Background: an optimization exercise with open tools, aiming at a short achievable clock period. Do not read the settings as production practice.
Only simulation tests tie the RTL to the original design; equivalence was not proved.
No activity file was given, so power comes from the tool's default toggle rates.

File: config.mk
export PLATFORM = sky130hd
export DESIGN_NAME = mapic_acq
export DESIGN_NICKNAME = mapic_acq
export VERILOG_FILES = /design/flow/design.v
export SDC_FILE = /design/flow/constraint.sdc
export NUM_CORES = 4
export LEC_CHECK = 0
export CAP_MARGIN = 20
export CORE_MARGIN = 2
export CORE_UTILIZATION = 40
export SLEW_MARGIN = 20
File: constraint.sdc
create_clock -name core_clock -period 18.0 [get_ports {clk}]
set_input_delay 3.6000 -clock core_clock [delete_from_list [all_inputs] [get_ports {clk}]]
set_output_delay 3.6000 -clock core_clock [all_outputs]
set_load 0.01 [all_outputs]
File: design.v
module mapic_acq (
    input  wire        clk,
    input  wire        rst,
    input  wire        us_tick,
    input  wire        cin_valid,
    input  wire [7:0]  cin_data,
    input  wire        cin_last,
    output wire        cin_ready,
    output wire        cout_valid,
    output wire [7:0]  cout_data,
    output wire        cout_last,
    input  wire        cout_ready,
    output wire        sout_valid,
    output wire [7:0]  sout_data,
    output wire        sout_last,
    input  wire [11:0] adc_data,
    input  wire        trig_in,
    input  wire        rate_in,
    output wire        bus_req,
    output wire [1:0]  bus_op,
    output wire [6:0]  bus_addr,
    output wire [7:0]  bus_wdata,
    input  wire        bus_ack,
    input  wire        bus_present,
    input  wire [7:0]  bus_rdata,
    output wire        pol_out,
    output wire        tp_out,
    output wire        clr_out,
    output wire        idle,
    output wire [2:0]  fault_code,
    output wire [7:0]  bus_err_cnt
);
    localparam [6:0]  GAIN_ADDR        = 7'h2D;
    localparam [6:0]  THR_ADDR         = 7'h2C;
    localparam [17:0] SETTLE_US        = 18'd2000;
    localparam [21:0] RATE_WINDOW_US   = 22'd3000;       
    localparam [1:0]  CLR_PULSE_US     = 2'd2;
    localparam [1:0]  STREAM_PERIOD_US = 2'd3;
    localparam [1:0]  DEFER_DEPTH      = 2'd2;
    localparam [3:0]  LABEL_LEN        = 4'd8;
    localparam [1:0] BUS_PROBE = 2'd0, BUS_READ = 2'd1, BUS_WRITE = 2'd2;
    localparam [2:0] F_NONE = 3'd0, F_UNKNOWN = 3'd1, F_SHORT = 3'd5, F_OVERFLOW = 3'd6;
    localparam [3:0] OP_POTRD = 4'd0,  OP_SCAN  = 4'd1,  OP_WRG   = 4'd2,  OP_WRT   = 4'd3,
                     OP_STRM  = 4'd4,  OP_BURST = 4'd5,  OP_POLLO = 4'd6,  OP_POLHI = 4'd7,
                     OP_RATE  = 4'd8,  OP_TPOFF = 4'd9,  OP_TPON  = 4'd10, OP_LGET  = 4'd11,
                     OP_LSET  = 4'd12, OP_BAD   = 4'd15;
    localparam [4:0] S_IDLE     = 5'd0,
                     S_DECODE   = 5'd1,
                     S_RXPAY    = 5'd2,
                     S_PAYDONE  = 5'd3,
                     S_DRAIN    = 5'd4,
                     S_RD_GAIN  = 5'd5,
                     S_RD_THR   = 5'd6,
                     S_SCAN     = 5'd7,
                     S_WRITE    = 5'd8,
                     S_SETTLE   = 5'd9,
                     S_TXWAIT   = 5'd10,
                     S_STR_NEXT = 5'd11,
                     S_STR_FILL = 5'd12,
                     S_STR_SEND = 5'd13,
                     S_BURST    = 5'd14,
                     S_BURST_Q  = 5'd15,
                     S_RATE     = 5'd16,
                     S_RATE_END = 5'd17,
                     S_HALT     = 5'd18;
    localparam [1:0] TX_P2 = 2'd0, TX_P4 = 2'd1, TX_PL = 2'd2, TX_PB = 2'd3;
    reg  [4:0]  state;
    reg  [4:0]  after_drain;       
    reg  [3:0]  op;
    reg  [2:0]  fault;
    reg  [7:0]  buserr;
    reg  [3:0]  rx_cnt;            
    reg  [3:0]  rx_len;            
    reg  [63:0] rx_buf;            
    reg         drain_mid;         
    reg         pol;
    reg         tpen;
    reg  [63:0] label;
    reg  [31:0] resp;              
    reg  [1:0]  tx_kind;
    reg  [5:0]  tx_idx;
    reg         tx_busy;
    reg         breq;
    reg  [1:0]  bop;
    reg  [6:0]  baddr;
    reg  [7:0]  bwdata;
    reg  [7:0]  scan_r0, scan_r1;
    reg  [1:0]  scan_found;
    reg  [17:0] settle_cnt;
    reg  [31:0] tsec;
    reg  [19:0] tusec;
    reg  [31:0] starget;
    reg  [31:0] sdone;
    reg  [63:0] chunk0, chunk1;    
    reg         fill_m2;           
    reg  [1:0]  due_cnt;
    reg  [3:0]  sidx;
    reg  [63:0] btarget;
    reg  [63:0] pcount;
    reg         t_armed, t_insvc, t_pend, trig_q;
    reg  [1:0]  t_cnt;
    reg  [11:0] sb0, sb1, sb2, sb3;
    reg  [1:0]  dq;
    reg  [11:0] bb [0:15];
    reg  [31:0] rcount;
    reg  [21:0] win_cnt;
    reg         r_armed, r_insvc, r_pend, rate_q;
    reg  [1:0]  clr_cnt;
    integer k;
    wire halted = (fault != F_NONE);
    wire rx_state  = (state == S_IDLE) || (state == S_RXPAY) || (state == S_DRAIN);
    assign cin_ready = rx_state;
    wire rx_fire   = cin_valid && rx_state;
    wire rx_end    = rx_fire && cin_last;
    wire [3:0] rx_len_now = (rx_cnt == 4'd15) ? 4'd15 : rx_cnt + 4'd1;
    wire [7:0] cat = rx_buf[7:0];
    wire [7:0] sub = rx_buf[15:8];
    reg  [3:0] dec_op;
    always @(*) begin
        dec_op = OP_BAD;
        case ({cat, sub})
            16'h0000: dec_op = OP_POTRD;
            16'h0002: dec_op = OP_SCAN;
            16'h0100: dec_op = OP_WRG;
            16'h0101: dec_op = OP_WRT;
            16'h0200: dec_op = OP_STRM;
            16'h0201: dec_op = OP_BURST;
            16'h0400: dec_op = OP_POLLO;
            16'h0401: dec_op = OP_POLHI;
            16'h0501: dec_op = OP_RATE;
            16'h0600: dec_op = OP_TPOFF;
            16'h0601: dec_op = OP_TPON;
            16'h0700: dec_op = OP_LGET;
            16'h0701: dec_op = OP_LSET;
            default:  dec_op = OP_BAD;
        endcase
    end
    reg [3:0] pay_need;
    always @(*) begin
        case (op)
            OP_WRG, OP_WRT: pay_need = 4'd1;
            OP_STRM:        pay_need = 4'd4;
            OP_LSET:        pay_need = LABEL_LEN;
            default:        pay_need = 4'd8;
        endcase
    end
    wire        str_start   = (state == S_STR_NEXT);
    wire        str_first   = str_start && (sdone == 32'd0) && (starget != 32'd0);
    wire [31:0] tsec_inc    = (tusec == 20'd999999) ? tsec + 32'd1 : tsec;
    wire [19:0] tusec_inc   = (tusec == 20'd999999) ? 20'd0 : tusec + 20'd1;
    wire [31:0] tsec_next   = str_first ? 32'd0 : (us_tick ? tsec_inc  : tsec);
    wire [19:0] tusec_next  = str_first ? 20'd0 : (us_tick ? tusec_inc : tusec);
    wire [63:0] tsample      = {tusec_next, adc_data, tsec_next};
    wire [31:0] s_left      = starget - sdone;
    wire        fill_take1  = (state == S_STR_FILL) && us_tick && (due_cnt == 2'd1);
    wire t_edge   = trig_in && !trig_q;
    wire t_entry  = t_armed && !t_insvc && (t_edge || t_pend) && !halted;
    wire t_ovf    = t_entry && (dq == DEFER_DEPTH);
    wire in_burst = (state == S_BURST) || (state == S_BURST_Q);
    wire defer_go = in_burst && (dq != 2'd0) && !t_insvc && !tx_busy && !halted;
    wire [3:0] defer_p = {pcount[1:0], 2'b00};
    wire burst_reached = (pcount >= btarget);
    wire r_edge  = rate_in && !rate_q;
    wire r_entry = r_armed && !r_insvc && (r_edge || r_pend) && !halted;
    wire [31:0] rate_q3   = rcount / 32'd3;
    wire [31:0] rate_r3   = rcount - rate_q3 * 32'd3;
    wire [31:0] rate_val  = rate_q3 + ((rate_r3 == 32'd2) ? 32'd1 : 32'd0);
    always @(posedge clk) begin
        if (rst) begin
            state       <= S_IDLE;
            after_drain <= S_IDLE;
            op          <= OP_POTRD;
            fault       <= F_NONE;
            buserr      <= 8'd0;
            rx_cnt      <= 4'd0;
            rx_len      <= 4'd0;
            rx_buf      <= 64'd0;
            drain_mid   <= 1'b0;
            pol         <= 1'b0;
            tpen        <= 1'b0;
            label       <= 64'd0;
            resp        <= 32'd0;
            tx_kind     <= TX_P2;
            tx_idx      <= 6'd0;
            tx_busy     <= 1'b0;
            breq        <= 1'b0;
            bop         <= BUS_PROBE;
            baddr       <= 7'd0;
            bwdata      <= 8'd0;
            scan_r0     <= 8'd0;
            scan_r1     <= 8'd0;
            scan_found  <= 2'd0;
            settle_cnt  <= 18'd0;
            tsec        <= 32'd0;
            tusec       <= 20'd0;
            starget     <= 32'd0;
            sdone       <= 32'd0;
            chunk0      <= 64'd0;
            chunk1      <= 64'd0;
            fill_m2     <= 1'b0;
            due_cnt     <= 2'd0;
            sidx        <= 4'd0;
            btarget     <= 64'd0;
            pcount      <= 64'd0;
            t_armed     <= 1'b0;
            t_insvc     <= 1'b0;
            t_pend      <= 1'b0;
            trig_q      <= 1'b0;
            t_cnt       <= 2'd0;
            sb0         <= 12'd0;
            sb1         <= 12'd0;
            sb2         <= 12'd0;
            sb3         <= 12'd0;
            dq          <= 2'd0;
            for (k = 0; k < 16; k = k + 1) bb[k] <= 12'd0;
            rcount      <= 32'd0;
            win_cnt     <= 22'd0;
            r_armed     <= 1'b0;
            r_insvc     <= 1'b0;
            r_pend      <= 1'b0;
            rate_q      <= 1'b0;
            clr_cnt     <= 2'd0;
        end else begin
            trig_q <= trig_in;
            rate_q <= rate_in;
            tsec  <= tsec_next;
            tusec <= tusec_next;
            if (rx_fire) begin
                if (rx_cnt < 4'd8)
                    rx_buf[rx_cnt*8 +: 8] <= cin_data;
                if (cin_last) begin
                    rx_cnt <= 4'd0;
                    rx_len <= rx_len_now;
                end else begin
                    rx_cnt <= rx_len_now;
                end
            end
            if (tx_busy && cout_ready) begin
                if (cout_last) begin
                    tx_busy <= 1'b0;
                    tx_idx  <= 6'd0;
                end else begin
                    tx_idx  <= tx_idx + 6'd1;
                end
            end
            if (breq && bus_ack)
                breq <= 1'b0;
            if (t_entry) begin
                t_armed <= 1'b0;
                t_insvc <= 1'b1;
                t_pend  <= 1'b0;
                t_cnt   <= 2'd1;
                sb0     <= adc_data;
                pcount  <= pcount + 64'd1;
            end else if (t_insvc) begin
                if (t_edge)
                    t_pend <= 1'b1;
                case (t_cnt)
                    2'd1: sb1 <= adc_data;
                    2'd2: sb2 <= adc_data;
                    default: sb3 <= adc_data;
                endcase
                t_cnt <= t_cnt + 2'd1;
                if (t_cnt == 2'd3) begin
                    t_insvc <= 1'b0;
                    t_armed <= 1'b1;
                end
            end
            if (defer_go) begin
                bb[defer_p + 4'd0] <= sb0;
                bb[defer_p + 4'd1] <= sb1;
                bb[defer_p + 4'd2] <= sb2;
                bb[defer_p + 4'd3] <= sb3;
                if (defer_p == 4'd8) begin
                    tx_busy <= 1'b1;
                    tx_kind <= TX_PB;
                    tx_idx  <= 6'd0;
                end
            end
            case ({t_entry, defer_go})
                2'b10:   dq <= dq + 2'd1;
                2'b01:   dq <= dq - 2'd1;
                default: dq <= dq;
            endcase
            if (r_entry) begin
                r_armed <= 1'b0;
                r_insvc <= 1'b1;
                r_pend  <= 1'b0;
                clr_cnt <= CLR_PULSE_US;
                rcount  <= rcount + 32'd1;
            end else if (r_insvc) begin
                if (r_edge)
                    r_pend <= 1'b1;
                if (us_tick) begin
                    clr_cnt <= clr_cnt - 2'd1;
                    if (clr_cnt == 2'd1) begin
                        r_insvc <= 1'b0;
                        r_armed <= 1'b1;
                    end
                end
            end
            if (fill_take1) begin
                chunk1 <= tsample;
            end else if (state == S_STR_FILL && us_tick) begin
                due_cnt <= due_cnt - 2'd1;
            end
            case (state)
            S_IDLE: begin
                if (rx_end)
                    state <= S_DECODE;
            end
            S_DECODE: begin
                op <= dec_op;
                if (rx_len < 4'd2) begin
                    fault <= F_SHORT;
                    state <= S_HALT;
                end else begin
                    case (dec_op)
                    OP_POTRD: begin
                        breq  <= 1'b1;
                        bop   <= BUS_READ;
                        baddr <= GAIN_ADDR;
                        state <= S_RD_GAIN;
                    end
                    OP_SCAN: begin
                        breq       <= 1'b1;
                        bop        <= BUS_PROBE;
                        baddr      <= 7'h7F;
                        scan_found <= 2'd0;
                        scan_r0    <= 8'd0;
                        scan_r1    <= 8'd0;
                        state      <= S_SCAN;
                    end
                    OP_WRG, OP_WRT, OP_STRM, OP_BURST, OP_LSET:
                        state <= S_RXPAY;
                    OP_POLLO: begin pol  <= 1'b0; state <= S_IDLE; end
                    OP_POLHI: begin pol  <= 1'b1; state <= S_IDLE; end
                    OP_TPOFF: begin tpen <= 1'b0; state <= S_IDLE; end
                    OP_TPON:  begin tpen <= 1'b1; state <= S_IDLE; end
                    OP_RATE: begin
                        rcount  <= 32'd0;
                        win_cnt <= RATE_WINDOW_US;
                        r_armed <= 1'b1;
                        state   <= S_RATE;
                    end
                    OP_LGET: begin
                        tx_busy <= 1'b1;
                        tx_kind <= TX_PL;
                        tx_idx  <= 6'd0;
                        state   <= S_TXWAIT;
                    end
                    default: begin
                        fault <= F_UNKNOWN;
                        state <= S_HALT;
                    end
                    endcase
                end
            end
            S_RXPAY: begin
                if (rx_end)
                    state <= S_PAYDONE;
            end
            S_PAYDONE: begin
                if (rx_len < pay_need) begin
                    fault <= F_SHORT;
                    state <= S_HALT;
                end else begin
                    case (op)
                    OP_WRG, OP_WRT: begin
                        breq   <= 1'b1;
                        bop    <= BUS_WRITE;
                        baddr  <= (op == OP_WRG) ? GAIN_ADDR : THR_ADDR;
                        bwdata <= rx_buf[7:0];
                        state  <= S_WRITE;
                    end
                    OP_STRM: begin
                        starget     <= rx_buf[31:0];
                        sdone       <= 32'd0;
                        after_drain <= S_STR_NEXT;
                        drain_mid   <= 1'b0;
                        state       <= S_DRAIN;
                    end
                    OP_BURST: begin
                        btarget     <= rx_buf;
                        after_drain <= S_BURST;
                        drain_mid   <= 1'b0;
                        state       <= S_DRAIN;
                    end
                    default: begin    
                        label <= rx_buf;
                        state <= S_IDLE;
                    end
                    endcase
                end
            end
            S_DRAIN: begin
                if (rx_fire) begin
                    drain_mid <= !cin_last;
                end else if (!drain_mid) begin
                    state <= after_drain;
                    if (after_drain == S_BURST) begin
                        pcount  <= 64'd0;
                        t_armed <= 1'b1;
                    end
                end
            end
            S_RD_GAIN: begin
                if (bus_ack) begin
                    if (!bus_present) begin
                        buserr <= buserr + 8'd1;
                        state  <= S_IDLE;
                    end else begin
                        resp[7:0] <= bus_rdata;
                        breq      <= 1'b1;
                        bop       <= BUS_READ;
                        baddr     <= THR_ADDR;
                        state     <= S_RD_THR;
                    end
                end
            end
            S_RD_THR: begin
                if (bus_ack) begin
                    if (!bus_present) begin
                        buserr <= buserr + 8'd1;
                        state  <= S_IDLE;
                    end else begin
                        resp[15:8] <= bus_rdata;
                        tx_busy    <= 1'b1;
                        tx_kind    <= TX_P2;
                        tx_idx     <= 6'd0;
                        state      <= S_TXWAIT;
                    end
                end
            end
            S_SCAN: begin
                if (bus_ack) begin
                    if (bus_present) begin
                        if (scan_found == 2'd0) scan_r0 <= {1'b0, baddr};
                        if (scan_found == 2'd1) scan_r1 <= {1'b0, baddr};
                        if (scan_found != 2'd2) scan_found <= scan_found + 2'd1;
                    end
                    if (baddr == 7'h01) begin
                        state <= S_TXWAIT;
                        tx_busy <= 1'b1;
                        tx_kind <= TX_P2;
                        tx_idx  <= 6'd0;
                        resp[7:0]  <= (bus_present && scan_found == 2'd0) ? {1'b0, baddr} : scan_r0;
                        resp[15:8] <= (bus_present && scan_found == 2'd1) ? {1'b0, baddr} : scan_r1;
                    end else begin
                        breq  <= 1'b1;
                        bop   <= BUS_PROBE;
                        baddr <= baddr - 7'd1;
                    end
                end
            end
            S_WRITE: begin
                if (bus_ack) begin
                    if (!bus_present) begin
                        buserr <= buserr + 8'd1;
                        state  <= S_IDLE;
                    end else begin
                        settle_cnt <= SETTLE_US;
                        state      <= S_SETTLE;
                    end
                end
            end
            S_SETTLE: begin
                if (us_tick) begin
                    settle_cnt <= settle_cnt - 18'd1;
                    if (settle_cnt == 18'd1)
                        state <= S_IDLE;
                end
            end
            S_TXWAIT: begin
                if (!tx_busy)
                    state <= S_IDLE;
            end
            S_STR_NEXT: begin
                if (sdone == starget) begin
                    state <= S_IDLE;
                end else begin
                    chunk0  <= tsample;
                    chunk1  <= 64'd0;
                    fill_m2 <= (s_left != 32'd1);
                    due_cnt <= STREAM_PERIOD_US;
                    state   <= (s_left != 32'd1) ? S_STR_FILL : S_STR_SEND;
                    sidx    <= 4'd0;
                end
            end
            S_STR_FILL: begin
                if (fill_take1)
                    state <= S_STR_SEND;
            end
            S_STR_SEND: begin
                sidx <= sidx + 4'd1;
                if (sidx == 4'd15) begin
                    sdone <= sdone + (fill_m2 ? 32'd2 : 32'd1);
                    state <= S_STR_NEXT;
                end
            end
            S_BURST: begin
                if (burst_reached && !t_insvc && !t_entry && !defer_go && !tx_busy) begin
                    t_armed <= 1'b0;
                    state   <= S_BURST_Q;
                end
            end
            S_BURST_Q: begin
                if (dq == 2'd0 && !tx_busy && !defer_go) begin
                    after_drain <= S_IDLE;
                    drain_mid   <= 1'b0;
                    state       <= S_DRAIN;
                end
            end
            S_RATE: begin
                if (win_cnt == 22'd0) begin
                    if (!r_insvc && !r_entry) begin
                        r_armed <= 1'b0;
                        state   <= S_RATE_END;
                    end
                end else if (us_tick) begin
                    win_cnt <= win_cnt - 22'd1;
                end
            end
            S_RATE_END: begin
                resp    <= rate_val;
                tx_busy <= 1'b1;
                tx_kind <= TX_P4;
                tx_idx  <= 6'd0;
                state   <= S_TXWAIT;
            end
            default: begin    
                state <= S_HALT;
            end
            endcase
            if (t_ovf) begin
                fault <= F_OVERFLOW;
                state <= S_HALT;
            end
            if (halted || t_ovf) begin
                t_armed <= 1'b0;
                t_insvc <= 1'b0;
                t_pend  <= 1'b0;
                r_armed <= 1'b0;
                r_insvc <= 1'b0;
                r_pend  <= 1'b0;
                tx_busy <= 1'b0;
                breq    <= 1'b0;
            end
        end
    end
    reg [7:0] tx_byte;
    reg [5:0] tx_len;
    always @(*) begin
        case (tx_kind)
            TX_P2:   begin tx_len = 6'd2;  tx_byte = resp[tx_idx[1:0]*8 +: 8]; end
            TX_P4:   begin tx_len = 6'd4;  tx_byte = resp[tx_idx[1:0]*8 +: 8]; end
            TX_PL:   begin tx_len = 6'd8;  tx_byte = label[tx_idx[2:0]*8 +: 8]; end
            default: begin
                tx_len  = 6'd32;
                tx_byte = tx_idx[0] ? {4'd0, bb[tx_idx[4:1]][11:8]} : bb[tx_idx[4:1]][7:0];
            end
        endcase
    end
    assign cout_valid = tx_busy;
    assign cout_data  = tx_busy ? tx_byte : 8'd0;
    assign cout_last  = tx_busy && (tx_idx == tx_len - 6'd1);
    wire [63:0] spair = sidx[3] ? chunk1 : chunk0;
    assign sout_valid = (state == S_STR_SEND);
    assign sout_data  = (state == S_STR_SEND) ? spair[sidx[2:0]*8 +: 8] : 8'd0;
    assign sout_last  = (state == S_STR_SEND) && (sidx == 4'd15);
    assign bus_req    = breq;
    assign bus_op     = bop;
    assign bus_addr   = baddr;
    assign bus_wdata  = bwdata;
    assign pol_out    = pol;
    assign tp_out     = tpen;
    assign clr_out    = r_insvc;
    assign idle       = (state == S_IDLE) && !halted;
    assign fault_code = fault;
    assign bus_err_cnt = buserr;
endmodule
File: run.sh
#!/bin/bash
# synth_recipe.tcl (not shown) runs the flow's synth.tcl, then flattens the netlist and writes it again
# the make line also repeats each setting of config.mk as NAME=value (left out here)
make -C /OpenROAD-flow-scripts/flow DESIGN_CONFIG=/design/flow/config.mk WORK_HOME=/design/flow/orfs CLKGATE_MAP_FILE= SYNTH_SCRIPT=/design/flow/synth_recipe.tcl finish
==> impl_metrics.sql <==
INSERT INTO impl_metrics (metric_group, metric, value, unit) VALUES
('floorplanning', 'placementRows', '130', ''),
('outcome', 'run_status', 'no timing/DRC/antenna violations', ''),
('critical_path', 'timing.critical_path.buf_inv', '8', ''),
('worst_hold_path', 'hold_path_class', 'flip-flop to flip-flop', ''),
('global_routing', 'global_route_wire_length_before_repair', '220800', 'um'),
('finish', 'layout.cells.most_common', 'nand2_1', ''),
('power_and_ir_drop', 'power.total', '4.917', 'mW'),
('cts', 'cts.clk_slew.worst_paths', '60', 'ps'),
('critical_path', 'arrival_time_of_data_at_the_critical_path_endpoint', '17080', 'ps'),
('timing', 'fin_crit', '16480', 'ps'),
('floorplanning', 'die_width', '358.8', 'um'),
('critical_path', 'cp_max_fo', '26', ''),
('finish', 'nets', '5960', ''),
('floorplanning', 'num_ports', '92', ''),
('finish', 'flow.area_growth_from_synthesis', '11.27', '%'),
('routing', 'antenna_left', '0', ''),
('cts', 'cts_tree', 'yes', ''),
('routing', 'viasPerCell', '5.539', ''),
('synthesis', 'synth_top_flop_cell', 'dfxtp_1', ''),
('critical_path', 'critPathCapture', 'resp[29]', ''),
('cts', 'cts.path.max_buffers', '3', ''),
('power_and_ir_drop', 'p_leak', '20.51', 'nW'),
('finish', 'most_used_cells_in_the_layout_excluding_fill_and_tap_cells', 'nand2_1, dfxtp_1, nor2_1', ''),
('routing', 'detail_route.iter0.violations', '3897', ''),
('job', 'drv_cap', '0', ''),
('critical_path', 'setup.worst_path.start', 'rcount[29]', ''),
('critical_path', 'cp_common_cell', 'o21ai_0', ''),
('timing', 'setup-violations-final', '0', ''),
('timing', 'tightest_slew', '1175', 'ps'),
('power_and_ir_drop', 'powerDensity', '87.76', 'nW/um^2'),
('timing', 'timing.final.max_slew_violations', '0', ''),
('routing', 'm1WireLength', '64660', 'um'),
('critical_path', 'r2r_setup_slack', '1520', 'ps'),
('cts', 'cts.htree.levels', '3', ''),
('synthesis', 'synthDistinctLibCells', '108', ''),
('routing', 'routed_wl_per_cell', '18.87', 'um'),
('critical_path', 'critical_path.startpoint_type', 'flip-flop', ''),
('timing', 'final.setup.worst_slack', '1524', 'ps'),
('power_and_ir_drop', 'ir_drop', '0.00007514', 'V'),
('routing', 'vias_after_detailed_routing', '41168', ''),
('routing', 'top_layer_used', 'met5', ''),
('synthesis', 'synth.ff_latch_count', '942', ''),
('global_routing', 'grt_util_all_layers', '0.2119', ''),
('timing', 'skew', '52.06', 'ps'),
('critical_path', 'cp_top_family', 'compound AO/OA/AOI/OAI gates', ''),
('place', 'placed_cell_area', '52410', 'um^2'),
('critical_path', 'required_worst_endpoint', '18610', 'ps'),
('place', 'numPortBuffers', '91', ''),
('global_routing', 'grt_pass1_vias', '38745', ''),
('cts', 'cts-buffers-inserted', '101', ''),
('global_routing', 'grt_max_degree', '236', ''),
('synthesis', 'synthesis.area', '50350', 'um^2'),
('cts', 'clkLatencyLatePin', '720', 'ps'),
('synthesis', 'postSynthCellCount', '5807', ''),
('timing', 'slew_headroom', '0.2169', ''),
('routing', 'detailedRoute.firstPassIterationCount', '6', ''),
('critical_path', 'critical_path.endpoint_type', 'flip-flop', ''),
('timing', 'final_min_period_over_clock_period', '0.9153', ''),
('floorplanning', 'floorplan.initialDensity', '0.4020', ''),
('cts', 'clock_sinks', '942', ''),
('critical_path', 'critical_path.reg2reg.endpoint', 'resp[29]', ''),
('global_routing', 'gr-total-overflow', '0', ''),
('synthesis', 'synthArstFlopShare', '0', ''),
('timing', 'timing.fmax', '60.70', 'MHz'),
('place', 'place_congestion', '0.8771', ''),
('floorplanning', 'die_height', '358.8', 'um'),
('routing', 'route.met3.wl', '10100', 'um'),
('place', 'post_dp_hpwl', '93970', 'um'),
('cts', 'cts.root.buffer_cell', 'clkbuf_16', ''),
('synthesis', 'mappedNetlistNets', '6071', ''),
('synthesis', 'syn_area_cell', '8.671', 'um^2');
tightest hold or removal path: stages, from the launching register on:
cell	delay, ps
dfxtp_1	300
nand2_1	50
a21oi_1	50
area by class of cell:
type / count / area, um^2 / area share
Antenna cell: 1 / 2.502 / 0.00004466
Clock buffer: 134 / 2844 / 0.05076
Clock inverter: 55 / 651.9 / 0.01163
Inverter: 240 / 909.6 / 0.01623
Multi-Input combinational cell: 4268 / 27430 / 0.4895
Sequential cell: 942 / 20810 / 0.3713
Tap cell: 1650 / 2064 / 0.03685
Timing Repair Buffer: 143 / 1323 / 0.02360
synth_stat cells (39+ instances only):
master	instances	share of area
buf_1	50	0.0037
or3_1	40	0.0050
xor2_1	120	0.021
xnor2_1	161	0.028
nand2_1	921	0.069
nor2b_1	49	0.0061
o21ai_0	159	0.016
nor4_1	51	0.0063
ha_1	194	0.048
nand3_1	153	0.015
a22oi_1	39	0.0058
nor3_1	133	0.013
and2_1	75	0.0093
edfxtp_1	192	0.11
mux4_2	125	0.056
clkbuf_1	288	0.021
nor2_1	623	0.046
nand2b_1	47	0.0058
nand4_1	62	0.0077
mux2i_1	80	0.016
and3_1	198	0.025
inv_1	228	0.017
a21oi_1	557	0.055
a211oi_1	53	0.0079
dfxtp_1	750	0.30
flip-flops by register name, summed over array words and instances (netlist names), 18 cells and up:
name	cells
bb	192
btarget	64
chunk0	64
chunk1	64
label	64
pcount	64
rcount	32
resp	32
rx_buf	64
sdone	32
settle_cnt	18
starget	32
tsec	32
tusec	20
win_cnt	22
worst min-delay path by stage:
stage | end | slack, ps | depth (start not counted)
CTS | chunk1[8] | 450 | 2
detailed placement | chunk1[8] | 440 | 2
global route | btarget[2] | 470 | 2
floorplan | resp[25] | 430 | 2
finish | chunk1[8] | 450 | 2
global placement | resp[17] | 430 | 2
metal layers:
metal / up-vias / track usage
met5: - / 0
met4: 8 / 0.05386
met3: 190 / 0.04325
met2: 1073 / 0.3311
met1: 19784 / 0.2984
li1: 20113 / -
power by group:
part           total [mW]  switching (mW)  internal (mW)  leakage, nW
registers            2.28          0.0786           2.20         8.03
logic               0.439           0.282          0.158         10.8
clock network        2.20           0.921           1.28         1.72
logic make-up (layout without fill, tap and decap cells):
family	after synthesis	count (layout)	share of synthesized area
buffers and inverters	598	572	0.04607
xor gates and xnor gates	282	282	0.04932
muxes	210	210	0.07293
adders and majority gates	228	228	0.06133
and+or+nand+nor	2440	2440	0.2229
DFF	942	942	0.4127
other	0	1	0
AOI/OAI and AO/OA	1107	1108	0.1348
timing repair:
| item | 4_1_cts | 5_1_grt |
|---|---|---|
| resized for setup | 0 | 25 |
| hold buffers | 0 | 0 |
| endpoints found under the hold margin | 0 | 0 |
| endpoints found under the setup margin | 0 | 26 |
| setup buffers | 0 | 3 |
stage by stage:
| stage | util | hold slack [ps] | cells | setup TNS, ps |
|---|---|---|---|---|
| global placement | 0.4184 | 434.8 | 7239 | 0 |
| global route | 0.4473 | 466.0 | 7432 | -31.34 |
| finish | 0.4474 | 450.6 | 7433 | 0 |
| CTS | 0.4463 | 451.7 | 7428 | 0 |
| detailed placement | 0.4184 | 443.5 | 7239 | 0 |
| floorplan | - | 428.7 | 5807 | 0 |

[afterwards: timing with drivers on the ports]
The results above use ideal ports. As a check the final layout listed here was re-extracted and re-timed, cells and wires unchanged. Step 1 (the two cells are an assumption about what drives the block):
set clk [get_ports {clk}]
set_driving_cell -lib_cell sky130_fd_sc_hd__clkbuf_16 $clk
set_driving_cell -lib_cell sky130_fd_sc_hd__buf_2 [delete_from_list [all_inputs] $clk]
Step 2, shift: input delay + t, output delay - t, t = (earliest + latest rising clock arrival at the registers) / 2. This alone moves slack from input paths to output paths. Three values: no drivers, after step 1, after step 2; two values: the first two.
shift t [ns]: 0.771
setup WS [ns]: 1.524 / 1.524 / 1.524
hold slack, ns: 0.451 / 0.451 / 0.451
clock arrival spread, ns: 0.052 / 0.052
worst slew at a driven data input, ns: 0.21
After both steps setup and hold are still met in this run. For this run, drivers alone change the setup slack by 0.000 ns; drivers and shift together by 0.000 ns.
